Source: an optimization exercise on an open RTL-to-GDS flow (aim: small area, a short achievable clock period and few clock cycles per item). Production flows keep margins and buffers that such runs may drop. At most, simulation tests tie the RTL to the original design; equivalence was not proved. Power is estimated from default activity; no workload was simulated.

Design llf, start of the top module:
module llf (
    input  wire        clk,
    input  wire        rst,
    input  wire        rx_req_valid,
    input  wire [15:0] rx_req_cap,
    output wire        rx_req_ready,
    output wire        rx_resp_valid,
    output wire [1:0]  rx_resp_status,
    output wire [15:0] rx_resp_len,
    input  wire        src_valid,
    input  wire        src_err,
    input  wire [7:0]  src_data,
    output wire        src_ready,
    output wire        rxbuf_we,
    output wire [15:0] rxbuf_addr,
    output wire [7:0]  rxbuf_data,
    input  wire        tx_req_valid,
    input  wire        tx_req_pay,
    input  wire [15:0] tx_req_len,
    output wire        tx_req_ready,
    output wire        tx_resp_valid,
    output wire [2:0]  tx_resp_status,
    output wire        txpay_rd,
    output wire [15:0] txpay_addr,
    input  wire [7:0]  txpay_data,
    output wire        sink_valid,
    output wire [7:0]  sink_data,
    output wire        sink_last,
    input  wire        sink_ready,
    input  wire        sink_resp_valid,
    input  wire        sink_resp_err,
    input  wire [16:0] sink_resp_count
);
Size: ~1100 cells after synthesis, about 160 flip-flops.
clock: 4.0 ns
lec_check: 0
abc_area: 1
abc_clock_period_in_ps: 1500
cap_margin: 20
core_margin: 2
core_utilization: 40
cts_buf_list: sky130_fd_sc_hd__clkbuf_8
cts_cluster_size: 32
setup_slack_margin: 2.2
slew_margin: 20
tns_end_percent: 0
standard.sh (not shown) runs the stock make flow with config.mk's settings and CLKGATE_MAP_FILE= SYNTH_SCRIPT=/design/flow/synth_recipe.tcl, a recipe that flattens the netlist after the stock synthesis.
==> flow/flow/run.sh <==
#!/bin/bash
# The standard layout, with the port buffers made of sky130_fd_sc_hd__buf_2
# cells instead of the default choice. Every port still gets its buffer.
bash standard.sh "BUFFER_PORTS_ARGS=-buffer_cell sky130_fd_sc_hd__buf_2" finish > standard.log 2>&1
The baseline ran to the end with no violations.
==> next run, changes <==
- ABC_AREA: 1 -> unset
Result:
- The new run completed with no timing, DRC or antenna violations
- sequential power drops by a few percent
- final cell count decreases by about a fifth
- global-route usage shrinks by 0.35 points
- sequential share of layout area grows by 1.3 points
- hold slack improved by 0.013 ns
- maximum frequency falls by roughly a tenth
- critical path depth is higher by 8
- combinational power shrinks by a quarter to a third
No functional check of the RTL was part of any run of this note.

========
== rev 12 ==
llf, a different RTL version from the one above (not shown whole).
Size in the first run: roughly 1100 cells after synthesis, ~160 flip-flops, about 8700 um2 of cells after synthesis.
Settings: LEC_CHECK=0, ABC_AREA=1, ABC_CLOCK_PERIOD_IN_PS=1500, CAP_MARGIN=20, CORE_MARGIN=2, CORE_UTILIZATION=40, CTS_BUF_LIST=sky130_fd_sc_hd__clkbuf_8, CTS_CLUSTER_SIZE=32, SETUP_SLACK_MARGIN=2.2, SLEW_MARGIN=20, TNS_END_PERCENT=5; clock period 4.0 ns.
==> flow/flow/run.sh <==
#!/bin/bash
# The standard layout, with the port buffers made of sky130_fd_sc_hd__buf_1
# cells instead of the default choice. Every port still gets its buffer.
bash standard.sh "BUFFER_PORTS_ARGS=-buffer_cell sky130_fd_sc_hd__buf_1" finish > standard.log 2>&1
Rev 12 completed end to end with timing, DRC and antenna clean.
The inputs of rev 13 differ from those of rev 12 as listed below.
-- flow/config.mk --
<<< rev 12, line 16
export SLEW_MARGIN = 20
export TNS_END_PERCENT = 5
>>> rev 13, line 16
export SLEW_MARGIN = 20
export TNS_END_PERCENT = 0
Notes after the runs:
The global-route wire length before repair on rev 12 is in line with that on rev 13.
Routed wire length on met3 grows by a few percent when moving from rev 12 to rev 13.
In terms of total wire length after detailed routing, rev 13 and rev 12 differ only marginally.
Rev 13 against rev 12: net switching power saw little to no change, shortest period the worst path allows saw little to no change, final worst-path setup slack saw little to no change, share of the core filled with cells in the final layout saw little to no change, instance count on the critical path saw little to no change.
On total power after layout, rev 13 tracks rev 12 almost exactly.
Diff rev 13..rev 12 | worst hold margin | negligible
Function was not checked in any run of this note: the RTL went through the layout flow alone.

========
Another version of the RTL of llf (not shown whole).
Size in the first run: about 160 flip-flops, about 150 I/O pins, ~8700 um^2 of cells after synthesis.
clock: 4.0 ns
lec_check: 0
abc_area: 1
abc_clock_period_in_ps: 1500
cap_margin: 20
core_margin: 2
core_utilization: 40
cts_buf_list: sky130_fd_sc_hd__clkbuf_8
cts_cluster_size: 32
setup_slack_margin: 2.2
slew_margin: 20
tns_end_percent: 0
Scripts as last shown in full above: flow/flow/run.sh
Rerun with:
Settings changed: ABC_AREA 1 to unset.
Flip-flop and latch count is unchanged.
Via count shrinks by 15%.
Die area shrinks by 5.9%.
Register-to-register slack degrades by 0.23 ns.
Clock power barely changes.
Sequential share of layout area grows by 2.4 points.
Synthesized area shrinks by 6.1%.
Power shrinks by 8.3%.
First-iteration DRC count shrinks by 21%.
Wire length shrinks by 7.8%.
Clock-buffer cell count does not change.
No functional check of the RTL was part of any run of this note.

========
Another version of the RTL of llf (not shown whole).
Size in the first run: ~1100 cells after synthesis, roughly 160 flip-flops, ~150 I/O pins, ~0.0086 sq mm of cells after synthesis.
clock: 4.0 ns
lec_check: 0
abc_area: 1
abc_clock_period_in_ps: 1500
cap_margin: 20
core_margin: 2
core_utilization: 40
cts_buf_list: sky130_fd_sc_hd__clkbuf_8
cts_cluster_diameter: 150
cts_cluster_size: 40
setup_slack_margin: 2.2
slew_margin: 20
tns_end_percent: 0
==> flow/flow/run.sh <==
#!/bin/bash
# The standard layout, with the port buffers made of sky130_fd_sc_hd__buf_2
# cells instead of the default choice. Every port still gets its buffer.
bash standard.sh "BUFFER_PORTS_ARGS=-buffer_cell sky130_fd_sc_hd__buf_2" finish > standard.log 2>&1
Testbench counts at the start, summed over its fixed seeds: cycles 124,644, bytes 105,422.
==> next run, changes <==
- ABC_AREA: 1 -> not set
- CTS_CLUSTER_DIAMETER: 150 -> not set
- CTS_CLUSTER_SIZE: 40 -> 32
What happened: Clock power came out lower by about 7%; clock skew barely changes; die area came out lower by 5.6%; core utilization came out higher by 0.14 points; routed wire length came out lower by 5.7%; via count came out lower by 13%; register-to-register slack is worse by 0.34 ns; synthesized area came out lower by 5.7%.
==> next run, changes <==
==> flow/flow/run.sh (replaced) <==
#!/bin/bash
# The standard layout, with the port buffers made of sky130_fd_sc_hd__buf_1
# cells instead of the default choice. Every port still gets its buffer.
bash standard.sh "BUFFER_PORTS_ARGS=-buffer_cell sky130_fd_sc_hd__buf_1" finish > standard.log 2>&1
- ABC_AREA: not set -> 1
After rerunning: Sequential share of layout area is lower by 0.73 points; critical path depth went down by 8; routed wire length came out higher by a few percent; via count went up by roughly a tenth; cell area went up by a few percent; area after synthesis went up by a few percent; die area went up by a few percent; power went up by a few percent; sequential cell count stays the same; final cell count climbs by about a fifth.
==> next run, changes <==
==> flow/flow/run.sh (replaced) <==
#!/bin/bash
# The standard layout, with the port buffers made of sky130_fd_sc_hd__buf_2
# cells instead of the default choice. Every port still gets its buffer.
bash standard.sh "BUFFER_PORTS_ARGS=-buffer_cell sky130_fd_sc_hd__buf_2" finish > standard.log 2>&1
Effect:
- final cell count barely changes
- final area rose by a few percent
- hold slack barely changes
- core utilization rose by 1.2 points
- non-clock buffer count rose by 4
- global-route usage rose by 0.33 points
- sequential share of layout area fell by 0.78 points

## what the ideal ports hide
How much do the figures lean on ideal ports? The routed layouts below were timed once more, with nothing changed but the port constraints.
Step 1, drivers: a clkbuf_16 drives clk and a buf_2 each remaining input, both assumed.
Step 2 also shifts input and output timing later by t, the mid clock arrival at the registers, as if the neighbouring blocks saw the same clock.
Three values: ideal, step 1, step 2; two values: the first two.
run | t (ns) | slack for setup (ns) | clock arrival spread, ns | worst data-port slew with drivers (ns) | cell pins on the clock port's net
the first run of note 1 | 0.489 | 2.068 / 2.027 / 1.776 | 0.024 / 0.023 | 0.06 | 1
the second run of note 1 | 0.497 | 1.874 / 1.874 / 1.530 | 0.018 / 0.017 | 0.05 | 1
rev 12 | 0.501 | 2.138 / 2.096 / 1.772 | 0.018 / 0.018 | 0.05 | 1
rev 13 | 0.499 | 2.140 / 2.097 / 1.766 | 0.018 / 0.018 | 0.05 | 1
the first run of note 3 | 0.502 | 2.083 / 2.071 / 1.747 | 0.024 / 0.024 | 0.05 | 1
the second run of note 3 | 0.488 | 1.854 / 1.851 / 1.448 | 0.022 / 0.023 | 0.06 | 1
the first run of note 4 | 0.492 | 2.154 / 2.127 / 1.667 | 0.014 / 0.014 | 0.07 | 1
the second run of note 4 | 0.489 | 1.919 / 1.926 / 1.437 | 0.016 / 0.015 | 0.06 | 1
the third run of note 4 | 0.495 | 2.123 / 2.082 / 1.654 | 0.012 / 0.012 | 0.06 | 1
the fourth run of note 4 | 0.492 | 2.154 / 2.127 / 1.667 | 0.014 / 0.014 | 0.07 | 1
After both steps every run listed still meets setup and hold.
